From an optimization exercise on the open Yosys and OpenROAD flow, aimed at small area and few clock cycles; shortcuts taken in it are not production practice. Only simulation tests tie the RTL to the original design; equivalence was not proved. Power and IR drop assume default switching activity.

===== flow/run.sh =====
#!/bin/bash
# synth_recipe.tcl (not shown) runs the flow's synth.tcl, then flattens the netlist and writes it again
# the make line also repeats each setting of config.mk as NAME=value (left out here)
make -C /OpenROAD-flow-scripts/flow DESIGN_CONFIG=/design/flow/config.mk WORK_HOME=/design/flow/orfs CLKGATE_MAP_FILE= SYNTH_SCRIPT=/design/flow/synth_recipe.tcl finish

===== flow/config.mk =====
export PLATFORM = sky130hd
export DESIGN_NAME = lasc_ctrl
export DESIGN_NICKNAME = lasc_ctrl
export VERILOG_FILES = /design/flow/design.v
export SDC_FILE = /design/flow/constraint.sdc
export NUM_CORES = 4
export LEC_CHECK = 0
export CAP_MARGIN = 20
export CORE_MARGIN = 2
export CORE_UTILIZATION = 40
export PLACE_DENSITY = 0.6
export SLEW_MARGIN = 20

===== flow/constraint.sdc =====
create_clock -name core_clock -period 10.0 [get_ports {clk}]
set_input_delay 2.0000 -clock core_clock [delete_from_list [all_inputs] [get_ports {clk}]]
set_output_delay 2.0000 -clock core_clock [all_outputs]
set_load 0.01 [all_outputs]

===== flow/design.v =====
module lasc_ctrl (
    input  wire        clk,
    input  wire        rst,           
    input  wire        op_valid,
    input  wire [31:0] op_word,
    output wire        op_ready,
    output wire        rsp_valid,
    output wire [1:0]  rsp_code,      
    output reg         act_valid,
    output reg  [3:0]  act_kind,
    output reg  [15:0] act_data,
    input  wire [7:0]  st_rdata,
    input  wire        st_wfail,
    output reg         booted,
    output reg  [2:0]  mode,
    output reg         scan_active,
    output reg         scan_done,
    output reg  [1:0]  scan_result,
    output reg         flash_armed,
    output wire [7:0]  intensity,
    output reg         ind,
    output reg         cfg_err,
    output wire [13:0] patch,
    output wire [13:0] work,
    output reg  [3:0]  channel,
    output reg  [2:0]  range,
    output reg         zero_based
);
    localparam [15:0] DEBOUNCE_MS = 16'd20;
    localparam [15:0] SLOW_MS     = 16'd500;
    localparam [15:0] FAST_MS     = 16'd100;
    localparam [15:0] ACCEL_MS    = 16'd2000;
    localparam [7:0]  FLASH_TOGGLE_MS = 8'd250;
    localparam [15:0] STARTUP_WAIT_MS = 16'd100;
    localparam [15:0] CONFIG_IDLE_MS  = 16'd3000;
    localparam [7:0]  ACTIVITY_MS = 8'd50;
    localparam OP_TICK   = 8'h01, OP_DLOAD = 8'h02, OP_DWAIT = 8'h03;
    localparam OP_SBEGIN = 8'h10, OP_EVAL  = 8'h11, OP_PEND  = 8'h12;
    localparam OP_FSTART = 8'h20, OP_FSTOP = 8'h21, OP_ACT   = 8'h22;
    localparam OP_BOOT   = 8'h30, OP_EVENT = 8'h31, OP_FSTEP = 8'h32;
    localparam M_STARTUP = 3'd0, M_CFGCH = 3'd1, M_CFGDISP = 3'd2,
               M_NORMAL  = 3'd3, M_MODE2 = 3'd4;
    localparam EV_NONE = 2'd0, EV_UP = 2'd1, EV_DOWN = 2'd2, EV_MODE = 2'd3;
    localparam SW_REL = 2'd0, SW_UNC = 2'd1, SW_CONF = 2'd2;
    localparam A_INIT = 4'd1, A_SETINT = 4'd2, A_SHOWCR = 4'd3, A_SHOWP = 4'd4,
               A_SHOWZB = 4'd5, A_MIDI = 4'd6, A_UNLOCK = 4'd7, A_LOCK = 4'd8,
               A_READ = 4'd9, A_WRITE = 4'd10;
    localparam R_DONE = 2'd0, R_HOLD = 2'd1, R_REFUSED = 2'd2;
    localparam S_IDLE   = 5'd0,
               S_INIT   = 5'd1,
               S_R0     = 5'd2,  S_R1 = 5'd3, S_R4 = 5'd4, S_R2 = 5'd5, S_R3 = 5'd6,
               S_CXINT  = 5'd7,
               S_UNL0   = 5'd8,  S_W0 = 5'd9, S_W1 = 5'd10, S_W4 = 5'd11,
               S_UNL2   = 5'd12, S_W2 = 5'd13, S_W3 = 5'd14, S_LOCK = 5'd15,
               S_B0     = 5'd16, S_B1 = 5'd17, S_B2 = 5'd18, S_PC = 5'd19, S_PN = 5'd20,
               S_SHOWP  = 5'd21,
               S_INTL   = 5'd22, S_SHOWCR = 5'd23, S_SHOWZB = 5'd24, S_SHOWW = 5'd25;
    function [15:0] inc16;
        input [15:0] a;
        input        ci;
        integer i;
        reg c;
        begin
            c = ci;
            for (i = 0; i < 16; i = i + 1) begin
                inc16[i] = a[i] ^ c;
                c = c & a[i];
            end
        end
    endfunction
    function [15:0] dec16;
        input [15:0] a;
        input        bi;
        integer i;
        reg b;
        begin
            b = bi;
            for (i = 0; i < 16; i = i + 1) begin
                dec16[i] = a[i] ^ b;
                b = b & ~a[i];
            end
        end
    endfunction
    function [15:0] sub16;
        input [15:0] a;
        input [15:0] b;
        integer i;
        reg br;
        begin
            br = 1'b0;
            for (i = 0; i < 16; i = i + 1) begin
                sub16[i] = a[i] ^ b[i] ^ br;
                br = (~a[i] & b[i]) | (~(a[i] ^ b[i]) & br);
            end
        end
    endfunction
    function gtc16;
        input [15:0] a;
        input [15:0] k;
        integer i;
        reg g;
        begin
            g = 1'b0;
            for (i = 0; i < 16; i = i + 1)
                g = k[i] ? (a[i] & g) : (a[i] | g);
            gtc16 = g;
        end
    endfunction
    function ge16;
        input [15:0] a;
        input [15:0] b;
        integer i;
        reg g;
        begin
            g = 1'b1;
            for (i = 0; i < 16; i = i + 1)
                g = (a[i] & ~b[i]) | (~(a[i] ^ b[i]) & g);
            ge16 = g;
        end
    endfunction
    reg [15:0] ms;                    
    reg [15:0] delay_cnt;
    reg [1:0]  sw_st0, sw_st1, sw_st2;
    reg [15:0] sw_down0, sw_down1, sw_down2;      
    reg [15:0] sw_first0, sw_first1, sw_first2;   
    reg [1:0]  scan_idx;
    reg [15:0] scan_el;               
    reg [15:0] scan_timeout;
    reg        scan_ar;
    reg        period_acc;
    reg [7:0]  cnt;                   
    reg [9:0]  patch_r, work_r;       
    reg [4:0]  seq;
    reg        seq_commit;
    reg        seq_diff;
    reg        rsp_r;
    reg [1:0]  rsp_code_r;
    wire int_lo = flash_armed & ind;
    assign intensity = {4'd0, ~int_lo, ~int_lo, ~int_lo, 1'b1};
    assign patch = {4'd0, patch_r};
    assign work  = {4'd0, work_r};
    wire [7:0] opc = op_word[31:24];
    wire z_23_17 = (op_word[23:17] == 7'd0);
    wire z_16    = !op_word[16];
    wire z_15_3  = (op_word[15:3] == 13'd0);
    wire z_2     = !op_word[2];
    wire z_1_0   = (op_word[1:0] == 2'd0);
    wire o_tick   = (opc == OP_TICK);
    wire o_dload  = (opc == OP_DLOAD);
    wire o_dwait  = (opc == OP_DWAIT);
    wire o_sbegin = (opc == OP_SBEGIN);
    wire o_eval   = (opc == OP_EVAL);
    wire o_pend   = (opc == OP_PEND);
    wire o_fstart = (opc == OP_FSTART);
    wire o_fstop  = (opc == OP_FSTOP);
    wire o_act    = (opc == OP_ACT);
    wire o_boot   = (opc == OP_BOOT);
    wire o_event  = (opc == OP_EVENT);
    wire o_fstep  = (opc == OP_FSTEP);
    wire z_all = z_23_17 && z_16 && z_15_3 && z_2 && z_1_0;
    wire legal = ((o_tick || o_dwait || o_pend || o_fstart || o_fstop || o_act || o_boot) && z_all) ||
                 (o_dload && z_23_17 && z_16) ||
                 (o_sbegin && z_23_17) ||
                 ((o_eval || o_fstep) && z_23_17 && z_16 && z_15_3) ||
                 (o_event && z_23_17 && z_16 && z_15_3 && z_2);
    wire [2:0] pins = op_word[2:0];
    wire idx3 = scan_idx[1] & scan_idx[0];
    wire fs       = o_fstep && booted && !scan_done;
    wire do_boot  = o_boot   || (o_fstep && !booted);
    wire do_event = o_event  || (o_fstep && booted && scan_done);
    wire do_eval  = o_eval   || (fs && scan_active && !idx3);
    wire do_pend  = o_pend   || (fs && scan_active && idx3);
    wire do_sbegin= o_sbegin || (fs && !scan_active);
    wire in_m2 = (mode == M_MODE2);
    wire in_st = (mode == M_STARTUP);
    wire in_cfg = (mode == M_CFGCH) || (mode == M_CFGDISP);
    wire [15:0] fs_to = in_st ? STARTUP_WAIT_MS : in_cfg ? CONFIG_IDLE_MS : 16'd0;
    wire [15:0] sb_to = o_fstep ? fs_to : op_word[15:0];
    wire        sb_ar = o_fstep ? in_m2 : op_word[16];
    wire [1:0]  ev = o_fstep ? scan_result : op_word[1:0];
    wire dly_nz = (delay_cnt != 16'd0);
    wire refuse = !legal ||
                  (o_dload && dly_nz) ||
                  (o_sbegin && scan_active) ||
                  (o_eval && !(scan_active && !idx3)) ||
                  (o_pend && !(scan_active && idx3)) ||
                  (o_boot && booted) ||
                  (o_event && !(booted && !scan_active));
    wire s_show = (seq == S_SHOWP) || (seq == S_SHOWW);
    wire seq_last = (seq == S_SHOWP && !seq_commit) || seq == S_INTL || seq == S_SHOWCR ||
                    seq == S_SHOWZB || seq == S_SHOWW;
    assign op_ready  = (seq == S_IDLE) || (seq_last && !(s_show && o_event));
    assign rsp_valid = rsp_r || seq_last;
    assign rsp_code  = rsp_code_r;
    wire accept = op_valid && op_ready && !rst;
    wire run    = accept && !refuse;
    wire r_tick   = run && o_tick;
    wire r_dload  = run && o_dload;
    wire r_fstart = run && o_fstart;
    wire r_fstop  = run && o_fstop;
    wire r_act    = run && o_act;
    wire r_boot   = run && do_boot;
    wire r_event  = run && do_event;
    wire r_eval   = run && do_eval;
    wire r_pend   = run && do_pend;
    wire r_sbegin = run && do_sbegin;
    wire [1:0]  ei  = scan_idx;
    wire        e0  = (ei == 2'd0), e1 = (ei == 2'd1), e2 = ei[1];
    wire        ea  = (e0 & pins[0]) | (e1 & pins[1]) | (e2 & pins[2]);
    wire [1:0]  est = ({2{e0}} & sw_st0) | ({2{e1}} & sw_st1) | ({2{e2}} & sw_st2);
    wire [15:0] sd  = ({16{e0}} & sw_down0) | ({16{e1}} & sw_down1) | ({16{e2}} & sw_down2);
    wire [15:0] sf  = ({16{e0}} & sw_first0) | ({16{e1}} & sw_first1) | ({16{e2}} & sw_first2);
    wire [15:0] el_down  = sub16(ms, sd);
    wire [15:0] el_first = sub16(ms, sf);
    wire        e_fast   = period_acc || gtc16(el_first, ACCEL_MS);
    wire        e_deb    = gtc16(el_down, DEBOUNCE_MS);
    wire        e_rep    = e_fast ? gtc16(el_down, FAST_MS) : gtc16(el_down, SLOW_MS);
    wire ev_rel   = !ea;
    wire ev_press = ea && est == SW_REL;
    wire ev_conf  = ea && est == SW_UNC && e_deb;
    wire ev_rpt   = ea && est[1] && scan_ar;
    wire ev_fire  = ev_conf || (ev_rpt && e_rep);
    wire ev_down  = ev_press || (ev_rpt && e_rep);    
    wire [1:0] ei_inc = {ei[1] ^ ei[0], ~ei[0]};
    wire p_tmo = (scan_timeout != 16'd0) && ge16(scan_el, scan_timeout);
    wire [9:0] p_op  = in_m2 ? work_r : patch_r;     
    wire       p_up  = s_show || (ev == EV_UP);
    wire       p_ci  = !(s_show && zero_based);
    reg  [9:0] p_sum;
    reg        p_c;
    integer    pi;
    always @(*) begin
        p_c = p_ci;
        for (pi = 0; pi < 10; pi = pi + 1) begin
            p_sum[pi] = p_op[pi] ^ p_c;
            p_c = p_c & (p_up ? p_op[pi] : ~p_op[pi]);
        end
    end
    reg [9:0] pmax;
    always @(*) begin
        case (range)
            3'd0:    pmax = 10'd127;
            3'd1:    pmax = 10'd255;
            3'd2:    pmax = 10'd383;
            3'd3:    pmax = 10'd511;
            default: pmax = 10'd999;
        endcase
    end
    wire ones60 = &p_op[6:0];
    wire p_atmax = (range == 3'd0) ? ones60 :
                   (range == 3'd1) ? ones60 & p_op[7] :
                   (range == 3'd2) ? ones60 & p_op[8] :
                   (range == 3'd3) ? ones60 & p_op[8] & p_op[7] :
                                     (&p_op[9:5]) & (&p_op[2:0]);
    wire [9:0] p_step = p_up ? (p_atmax ? 10'd0 : p_sum) : (p_c ? pmax : p_sum);
    wire [9:0] shown  = p_sum;
    reg [2:0] s_off;
    always @(*) begin
        case (seq)
            S_R0, S_W0: s_off = 3'd0;
            S_R1, S_W1: s_off = 3'd1;
            S_R2, S_W2: s_off = 3'd2;
            S_R3, S_W3: s_off = 3'd3;
            default:    s_off = 3'd4;
        endcase
    end
    reg [7:0] s_byte;
    always @(*) begin
        case (s_off)
            3'd0:    s_byte = {4'd0, channel};
            3'd1:    s_byte = {5'd0, range};
            3'd2:    s_byte = {6'd0, patch_r[9:8]};
            3'd3:    s_byte = patch_r[7:0];
            default: s_byte = {7'd0, zero_based};
        endcase
    end
    wire rd_ne = (st_rdata != s_byte);
    wire [4:0] m5s = {1'b0, st_rdata[7:4]} + {1'b0, st_rdata[3:0]};
    reg  [2:0] m5;
    always @(*) begin
        case (m5s)
            5'd0, 5'd5, 5'd10, 5'd15, 5'd20, 5'd25, 5'd30: m5 = 3'd0;
            5'd1, 5'd6, 5'd11, 5'd16, 5'd21, 5'd26, 5'd31: m5 = 3'd1;
            5'd2, 5'd7, 5'd12, 5'd17, 5'd22, 5'd27:        m5 = 3'd2;
            5'd3, 5'd8, 5'd13, 5'd18, 5'd23, 5'd28:        m5 = 3'd3;
            default:                                       m5 = 3'd4;
        endcase
    end
    wire [9:0] bv = {patch_r[9:8], st_rdata};
    wire b_over = seq_diff ||
                  ((range == 3'd0) ? (bv[9:7] != 3'd0) :
                   (range == 3'd1) ? (bv[9:8] != 2'd0) :
                   (range == 3'd2) ? (bv[9] | (bv[8] & bv[7])) :
                   (range == 3'd3) ? bv[9] :
                                     ((&bv[9:5]) & (bv[4] | bv[3])));
    always @(*) begin
        act_valid = 1'b1;
        act_kind  = 4'd0;
        act_data  = 16'd0;
        case (seq)
            S_INIT: act_kind = A_INIT;
            S_R0, S_R1, S_R2, S_R3, S_R4: begin act_kind = A_READ; act_data = {13'd0, s_off}; end
            S_W0, S_W1, S_W2, S_W3, S_W4: begin act_kind = A_WRITE; act_data = {5'd0, s_off, s_byte}; end
            S_CXINT, S_INTL: begin act_kind = A_SETINT; act_data = {8'd0, intensity}; end
            S_UNL0, S_UNL2: act_kind = A_UNLOCK;
            S_LOCK: act_kind = A_LOCK;
            S_B0: begin act_kind = A_MIDI; act_data = {8'd0, 4'hB, channel}; end
            S_B1: begin act_kind = A_MIDI; act_data = 16'd0; end
            S_B2: begin act_kind = A_MIDI; act_data = {13'd0, patch_r[9:7]}; end
            S_PC: begin act_kind = A_MIDI; act_data = {8'd0, 4'hC, channel}; end
            S_PN: begin act_kind = A_MIDI; act_data = {9'd0, patch_r[6:0]}; end
            S_SHOWP, S_SHOWW: begin act_kind = A_SHOWP; act_data = {6'd0, shown}; end
            S_SHOWCR: begin act_kind = A_SHOWCR; act_data = {5'd0, range, 4'd0, channel}; end
            S_SHOWZB: begin act_kind = A_SHOWZB; act_data = {15'd0, zero_based}; end
            default: act_valid = 1'b0;
        endcase
    end
    always @(posedge clk)
        ms <= inc16(ms, r_tick);
    always @(posedge clk)
        scan_el <= r_sbegin ? 16'd0 : inc16(scan_el, r_tick);
    always @(posedge clk) begin
        if (r_eval && e0 && ev_down) sw_down0 <= ms;
        if (r_eval && e1 && ev_down) sw_down1 <= ms;
        if (r_eval && e2 && ev_down) sw_down2 <= ms;
        if (r_eval && e0 && ev_press) sw_first0 <= ms;
        if (r_eval && e1 && ev_press) sw_first1 <= ms;
        if (r_eval && e2 && ev_press) sw_first2 <= ms;
    end
    always @(posedge clk) begin
        if (rst)
            delay_cnt <= 16'd0;
        else
            delay_cnt <= dec16(delay_cnt, r_tick && dly_nz) | ({16{r_dload}} & op_word[15:0]);
    end
    wire ev_arm = (in_st && ev != EV_NONE) || (mode == M_NORMAL && ev == EV_MODE);
    wire cnt_one = (cnt == 8'd1);
    always @(posedge clk) begin
        if (rst) begin
            sw_st0       <= SW_REL;
            sw_st1       <= SW_REL;
            sw_st2       <= SW_REL;
            scan_active  <= 1'b0;
            scan_done    <= 1'b0;
            scan_idx     <= 2'd0;
            scan_result  <= EV_NONE;
            scan_timeout <= 16'd0;
            scan_ar      <= 1'b0;
            period_acc   <= 1'b0;
            flash_armed  <= 1'b0;
            ind          <= 1'b0;
            cnt          <= 8'd0;
            booted       <= 1'b0;
            mode         <= M_STARTUP;
            patch_r      <= 10'd0;
            work_r       <= 10'd0;
            channel      <= 4'd0;
            range        <= 3'd0;
            zero_based   <= 1'b0;
            cfg_err      <= 1'b0;
            seq          <= S_IDLE;
            seq_commit   <= 1'b0;
            seq_diff     <= 1'b0;
            rsp_r        <= 1'b0;
            rsp_code_r   <= R_DONE;
        end else begin
            rsp_r <= 1'b0;
            case (seq)
                S_INIT: seq <= S_R0;
                S_R0: begin
                    if (in_st) channel <= st_rdata[3:0];
                    seq_diff <= rd_ne;
                    seq <= S_R1;
                end
                S_R1: begin
                    if (in_st) range <= m5;
                    seq_diff <= seq_diff || rd_ne;
                    seq <= S_R4;
                end
                S_R4: begin
                    if (in_st) begin
                        zero_based <= (st_rdata != 8'd0);
                        seq <= S_R2;
                    end else if (seq_diff || rd_ne)
                        seq <= S_UNL0;
                    else
                        seq <= S_SHOWP;
                end
                S_R2: begin
                    if (in_st) begin
                        patch_r[9:8] <= st_rdata[1:0];
                        seq_diff <= (st_rdata[7:2] != 6'd0);
                    end else
                        seq_diff <= rd_ne;
                    seq <= S_R3;
                end
                S_R3: begin
                    if (in_st) begin
                        if (b_over) begin
                            patch_r <= pmax;
                            work_r  <= pmax;
                        end else begin
                            patch_r[7:0] <= st_rdata;
                            work_r  <= bv;
                        end
                        seq <= S_IDLE; rsp_r <= 1'b1;
                    end else if (seq_diff || rd_ne)
                        seq <= S_UNL2;
                    else
                        seq <= S_SHOWP;
                end
                S_CXINT: seq <= S_R0;
                S_UNL0: seq <= S_W0;
                S_W0: begin if (st_wfail) cfg_err <= 1'b1; seq <= S_W1; end
                S_W1: begin if (st_wfail) cfg_err <= 1'b1; seq <= S_W4; end
                S_W4: begin if (st_wfail) cfg_err <= 1'b1; seq <= S_LOCK; end
                S_UNL2: seq <= S_W2;
                S_W2: begin if (st_wfail) cfg_err <= 1'b1; seq <= S_W3; end
                S_W3: begin if (st_wfail) cfg_err <= 1'b1; seq <= S_LOCK; end
                S_LOCK: seq <= S_SHOWP;
                S_B0: seq <= S_B1;
                S_B1: seq <= S_B2;
                S_B2: seq <= S_PC;
                S_PC: seq <= S_PN;
                S_PN: seq <= S_R2;
                S_SHOWP: begin
                    seq_commit <= 1'b0;
                    seq <= seq_commit ? S_INTL : S_IDLE;
                end
                default: seq <= S_IDLE;
            endcase
            if (accept) begin
                rsp_r      <= 1'b1;
                rsp_code_r <= refuse ? R_REFUSED : (o_dwait && dly_nz) ? R_HOLD : R_DONE;
            end
            if (r_tick) begin
                if (flash_armed || cnt != 8'd0) begin
                    cnt <= (flash_armed && cnt_one) ? FLASH_TOGGLE_MS : cnt - 8'd1;
                    if (cnt_one)
                        ind <= flash_armed && !ind;
                end
            end
            if (r_fstart) begin
                flash_armed <= 1'b1;
                ind         <= 1'b0;
                cnt         <= FLASH_TOGGLE_MS;
            end
            if (r_fstop) begin
                flash_armed <= 1'b0;
                ind         <= 1'b0;
                if (flash_armed) cnt <= 8'd0;
                rsp_r       <= 1'b0;
                seq         <= S_INTL;
            end
            if (r_act && !flash_armed) begin
                ind <= 1'b1;
                cnt <= ACTIVITY_MS;
            end
            if (r_boot) begin
                rsp_r  <= 1'b0;
                seq    <= S_INIT;
                booted <= 1'b1;
            end
            if (r_sbegin) begin
                scan_timeout <= sb_to;
                scan_ar      <= sb_ar;
                scan_idx     <= 2'd0;
                period_acc   <= 1'b0;
                scan_done    <= 1'b0;
                scan_active  <= 1'b1;
            end
            if (r_eval) begin
                if (!ev_fire)
                    scan_idx <= ei_inc;
                if (ev_rel)
                    period_acc <= 1'b0;
                else if (ev_rpt)
                    period_acc <= e_fast;
                if (ev_fire) begin
                    scan_result <= ei_inc;
                    scan_done   <= 1'b1;
                    scan_active <= 1'b0;
                end
                if (e0) begin
                    if (ev_rel) sw_st0 <= SW_REL;
                    else if (ev_press) sw_st0 <= SW_UNC;
                    else if (ev_conf) sw_st0 <= SW_CONF;
                end
                if (e1) begin
                    if (ev_rel) sw_st1 <= SW_REL;
                    else if (ev_press) sw_st1 <= SW_UNC;
                    else if (ev_conf) sw_st1 <= SW_CONF;
                end
                if (e2) begin
                    if (ev_rel) sw_st2 <= SW_REL;
                    else if (ev_press) sw_st2 <= SW_UNC;
                    else if (ev_conf) sw_st2 <= SW_CONF;
                end
            end
            if (r_pend) begin
                if (flash_armed) begin
                    rsp_r <= 1'b0;
                    seq   <= S_INTL;
                end
                if (p_tmo) begin
                    scan_result <= EV_NONE;
                    scan_done   <= 1'b1;
                    scan_active <= 1'b0;
                end else begin
                    scan_idx   <= 2'd0;
                    period_acc <= 1'b0;
                end
            end
            if (r_event) begin
                scan_done <= 1'b0;
                if (ev_arm) begin
                    flash_armed <= 1'b1;
                    ind         <= 1'b0;
                    cnt         <= FLASH_TOGGLE_MS;
                end
                case ({mode, ev})
                    {M_STARTUP, EV_NONE}: begin
                        mode <= M_NORMAL;
                        rsp_r <= 1'b0; seq <= S_SHOWP;
                    end
                    {M_STARTUP, EV_UP}, {M_STARTUP, EV_MODE}: begin
                        mode <= M_CFGCH;
                        rsp_r <= 1'b0; seq <= S_SHOWCR;
                    end
                    {M_STARTUP, EV_DOWN}: begin
                        mode <= M_CFGDISP;
                        rsp_r <= 1'b0; seq <= S_SHOWZB;
                    end
                    {M_CFGCH, EV_UP}: begin
                        channel <= {channel[3] ^ (&channel[2:0]), channel[2] ^ (&channel[1:0]),
                                    channel[1] ^ channel[0], ~channel[0]};
                        rsp_r <= 1'b0; seq <= S_SHOWCR;
                    end
                    {M_CFGCH, EV_DOWN}: begin
                        channel <= {channel[3] ^ ~(|channel[2:0]), channel[2] ^ ~(|channel[1:0]),
                                    channel[1] ^ ~channel[0], ~channel[0]};
                        rsp_r <= 1'b0; seq <= S_SHOWCR;
                    end
                    {M_CFGCH, EV_MODE}: begin
                        case (range)
                            3'd0: range <= 3'd1;
                            3'd1: range <= 3'd2;
                            3'd2: range <= 3'd3;
                            3'd3: range <= 3'd4;
                            default: begin
                                range <= 3'd0;
                                if (patch_r[9:7] != 3'd0)
                                    patch_r <= 10'd127;
                            end
                        endcase
                        rsp_r <= 1'b0; seq <= S_SHOWCR;
                    end
                    {M_CFGDISP, EV_UP}, {M_CFGDISP, EV_DOWN}: begin
                        zero_based <= !zero_based;
                        rsp_r <= 1'b0; seq <= S_SHOWZB;
                    end
                    {M_CFGCH, EV_NONE}, {M_CFGDISP, EV_NONE}, {M_CFGDISP, EV_MODE}: begin
                        flash_armed <= 1'b0; ind <= 1'b0;
                        if (flash_armed) cnt <= 8'd0;
                        mode <= M_NORMAL;
                        rsp_r <= 1'b0; seq <= S_CXINT;
                    end
                    {M_NORMAL, EV_UP}, {M_NORMAL, EV_DOWN}: begin
                        patch_r <= p_step;
                        if (!flash_armed) begin
                            ind <= 1'b1; cnt <= ACTIVITY_MS;
                        end
                        seq_commit <= 1'b0;
                        rsp_r <= 1'b0;
                        seq <= (range != 3'd0) ? S_B0 : S_PC;
                    end
                    {M_NORMAL, EV_MODE}: begin
                        work_r <= patch_r;
                        mode <= M_MODE2;
                    end
                    {M_MODE2, EV_UP}, {M_MODE2, EV_DOWN}: begin
                        work_r <= p_step;
                        rsp_r <= 1'b0; seq <= S_SHOWW;
                    end
                    {M_MODE2, EV_MODE}: begin
                        patch_r <= work_r;
                        cnt <= flash_armed ? 8'd0 : ACTIVITY_MS;
                        flash_armed <= 1'b0; ind <= 1'b0;
                        mode <= M_NORMAL;
                        seq_commit <= 1'b1;
                        rsp_r <= 1'b0;
                        seq <= (range != 3'd0) ? S_B0 : S_PC;
                    end
                    default: ;    
                endcase
            end
        end
    end
endmodule

==> run summary <==
==> area by class of cell <==
class                   instances  area (um2)  share of cell area
well taps                     455         569              0.0349
clock buffers                  34         712              0.0436
diodes                          1        2.50            0.000153
inverters                      79         297              0.0182
multi-input cells            1126        7800               0.478
clock inverters                14         156             0.00959
flip-flops and latches        230        5570               0.341
repair buffers                127        1210              0.0744
==> synthesized netlist by cell type, types with 29 or more instances <==
cell type / count / area (um2)
nand2_1: 145 / 544
inv_1: 79 / 297
a211oi_1: 43 / 323
nand3_1: 31 / 155
edfxtp_1: 96 / 2880
a222oi_1: 32 / 320
nor3_1: 34 / 170
mux2i_1: 29 / 290
a21oi_1: 122 / 611
clkbuf_1: 57 / 214
nor2_1: 127 / 477
dfxtp_1: 134 / 2680
fa_1: 29 / 581
ha_1: 77 / 963
o21ai_0: 65 / 325
==> tightest hold or removal path: cells and delay by family (launching register included) <==
family             cells  cell delay, ps
and+or+nand+nor        1              60
DFF                    1             320
AOI/OAI and AO/OA      1              50
==> worst max-delay path by stage <==
stage                 from  slack (ps)           end  depth (start not counted)
2_1_floorplan  scan_idx[1]        1310   sw_down2[0]                         32
3_3_place_gp   scan_idx[0]        1700  sw_down2[12]                         31
3_5_place_dp   scan_idx[0]        1490  sw_down2[12]                         29
4_1_cts        scan_idx[0]        1480  sw_down2[11]                         29
5_1_grt        scan_idx[0]        1050   sw_down2[7]                         31
6_report       scan_idx[0]        1580  sw_down2[11]                         29
==> per-stage QoR <==
step           hold WS [ps]   util  total power, mW
3_3_place_gp            448  0.446             1.10
2_1_floorplan           427      -             1.07
6_report                471  0.471             2.06
4_1_cts                 475  0.471             2.07
3_5_place_dp            466  0.446             1.10
5_1_grt                 499  0.471             2.12
==> flip-flops by register name (all words and copies together), names as in the netlist, 2 cells and up, named ones only <==
| name | count |
|---|---|
| delay_cnt | 16 |
| ms | 16 |
| scan_el | 16 |
| scan_timeout | 16 |
| sw_down0 | 16 |
| sw_down1 | 16 |
| sw_down2 | 16 |
| sw_first0 | 16 |
| sw_first1 | 16 |
| sw_first2 | 16 |
| patch_r | 10 |
| work_r | 10 |
| cnt | 8 |
| seq | 5 |
| channel | 4 |
| mode | 3 |
| range | 3 |
| rsp_code_r | 2 |
| scan_idx | 2 |
| scan_result | 2 |
| sw_st0 | 2 |
| sw_st1 | 2 |
| sw_st2 | 2 |
==> power by group through the flow <==
stage / Combinational (mW) / Sequential, mW / Clock, mW
3_3_place_gp: 0.112 / 0.991 / 0
6_report: 0.115 / 0.971 / 0.971
4_1_cts: 0.113 / 0.970 / 0.990
3_5_place_dp: 0.113 / 0.991 / 0
5_1_grt: 0.125 / 0.970 / 1.02
2_1_floorplan: 0.0750 / 0.991 / 0
==> cell families (layout without fill, tap and decap cells) <==
family          count (synthesis)  after routing
mux                            37             37
buf+inv                       179            254
flops                         230            230
xor+xnor                       40             40
simple gates                  496            496
other cells                     2             19
fa+ha+maj                     107            107
compound gates                428            428
==> routing by layer <==
layer  share of wire  wire length [um]  vias up  track usage
met5         0.00027                11        -            0
met4           0.029              1190        2       0.0713
met3           0.072              2980       73       0.0411
met2            0.43             17900      496        0.335
met1            0.46             19100     5800        0.317
li1                -                 -     5753            -
==> flow_metrics.env <==
export IMPL_outcome="complete, no violations"
export IMPL_yosys_most_used_dff="dfxtp_1"
export IMPL_r2r_start="scan_idx[0]"
export IMPL_hpwlAfterDp_um=29900
export IMPL_critPathCaptureType="flop"
export IMPL_hold_buffers=0
export IMPL_leakage_nw=6.15
export IMPL_rsz0062_at_grt="false"
export IMPL_stdcell_area_mm2=0.0163
export IMPL_tightest_slew_ps=1180
export IMPL_synthMuxAreaShare=0.0296
export IMPL_power_frac_comb=0.056
export IMPL_netSwitchingFraction=0.233
export IMPL_critPathSlowestCell="nor2b_1"
export IMPL_clock_sink_count=230
export IMPL_p_per_area_mw_per_mm2=126
export IMPL_sequentialPowerShare=0.472
export IMPL_stdcell_count=2066
export IMPL_crit_required_ps=10250
export IMPL_initial_utilization=0.408
export IMPL_layout_min_cycle_time_ps=8420
export IMPL_pre_cts_ws_ps=1490
export IMPL_synthSimpleGateAreaFrac=0.177
export IMPL_area_delta_synth_final_pct=15.6
export IMPL_path_buf_inv=5
export IMPL_wl_per_cell_um=19.9
export IMPL_min_from="scan_ar"
export IMPL_ant_nets=0
export IMPL_crit_path_start_kind="flop"
export IMPL_first_iter_violations=1248
export IMPL_p_clk_frac=0.472
export IMPL_setup_tns_ps=0
export IMPL_crit_path_frequent_cell="fa_1"
export IMPL_cp_max_fo=11
export IMPL_die_area_mm2=0.0368
export IMPL_dr_pass1_iters=9
export IMPL_h_tree_depth=1
export IMPL_cts_path_max_buffers=3
export IMPL_vias_per_cell=5.87
export IMPL_ios=124
export IMPL_whs_path_depth=2
export IMPL_async_reset_ff_frac=0
export IMPL_layout_setup_ws_ps=1580
export IMPL_reg2reg_slack_ps=1580
export IMPL_cpPeakStageDelay_ps=500
export IMPL_yosysSeqAreaShare=0.394
export IMPL_synth_enable_flop_cells=96
export IMPL_setup_viol=0
export IMPL_netlist_area_mm2=0.0141
export IMPL_core_mm2=0.0346
export IMPL_vias=12124
export IMPL_path_class="reg2reg"
export IMPL_fillCellCount=3290
export IMPL_fin_nets=1741
export IMPL_track_usage=0.221
export IMPL_r2r_cells=29
export IMPL_worstPathArrival_ps=8680
export IMPL_drc=0
export IMPL_clk_insertion_delay_late_ps=560
export IMPL_slew_viol_final=0
export IMPL_final_layout_size_suffix_gt1_frac=0.0696
export IMPL_reg2reg_to="sw_down2[11]"
export IMPL_dpl_cell_count=2017
export IMPL_drt_wl_total_um=41100
export IMPL_grt_max_degree=64
export IMPL_crit_family="adder cells"
export IMPL_cts_resized=0
export IMPL_final_common_cell="nand2_1"
export IMPL_grt_overflow=0
export IMPL_rows=68
export IMPL_synth_fa_ha_area_frac=0.110
export IMPL_placed_area_mm2=0.0154
export IMPL_cts_root_buffer="clkbuf_16"
export IMPL_cts_setup_buffers=0
export IMPL_power_switching_mw=0.479
export IMPL_grt_first_pass_wirelength_um=64100
export IMPL_internal_power_mw=1.58
export IMPL_synth_compound_area_share=0.205
export IMPL_synth_xor_area_frac=0.0248
export IMPL_mostFrequentLayoutCells="nand2_1 (145), dfxtp_1 (134), nor2_1 (126)"
export IMPL_synth_top_family_by_area="compound AO/OA/AOI/OAI gates"
export IMPL_period_share=0.842
export IMPL_gp_congestion=0.949
export IMPL_hold_viol_final=0
export IMPL_fp_dieH_um=192
export IMPL_clk_pin_slew_ps=60
export IMPL_synthCells=1519
export IMPL_ir_drop_mv=0.145
export IMPL_cap_violations=0
export IMPL_ys_warn_count=1
export IMPL_grt_pass1_vias=11455
export IMPL_min_path_type="reg2reg"
export IMPL_antenna_found_initial=3
export IMPL_cts_tree="built"
export IMPL_min_to="scan_ar"
export IMPL_max_freq_mhz=119
export IMPL_yosysUniqueCellTypes=100
export IMPL_ys_ff_latch=230
export IMPL_slew_headroom=0.215
export IMPL_clock_skew_ps=28.6
export IMPL_syn_avg_cell_area_um2=9.29
export IMPL_io_buffer_count=105
export IMPL_numCtsBuffers=27
export IMPL_die_w_um=192
Testbench counts, summed over its fixed seeds: cycles 277,456.

-- re-timing with driven ports --
The flow's constraints put no driver on any port. The routed layout listed below was extracted and timed again, unchanged, in two steps. Step 1 assumes that a clkbuf_16 drives the clock port and a buf_2 every other input. Step 2 moves the port delays by t, midway between the first and last clock arrival at a register: inputs arrive t later, outputs are due t later. That takes back most of the time a late clock gives input paths. Three values: ideal, step 1, step 2; two values: the first two.
t (ns): 0.599
setup WS [ns]: 1.577 / 1.577 / 1.577
worst register clock-pin slew, ns: 0.07 / 0.07
cell pins on the clock port's net: 1
After both steps this run still meets setup and hold. The setup slack of this run moves by 0.000 ns with the drivers and by 0.000 ns with both steps.
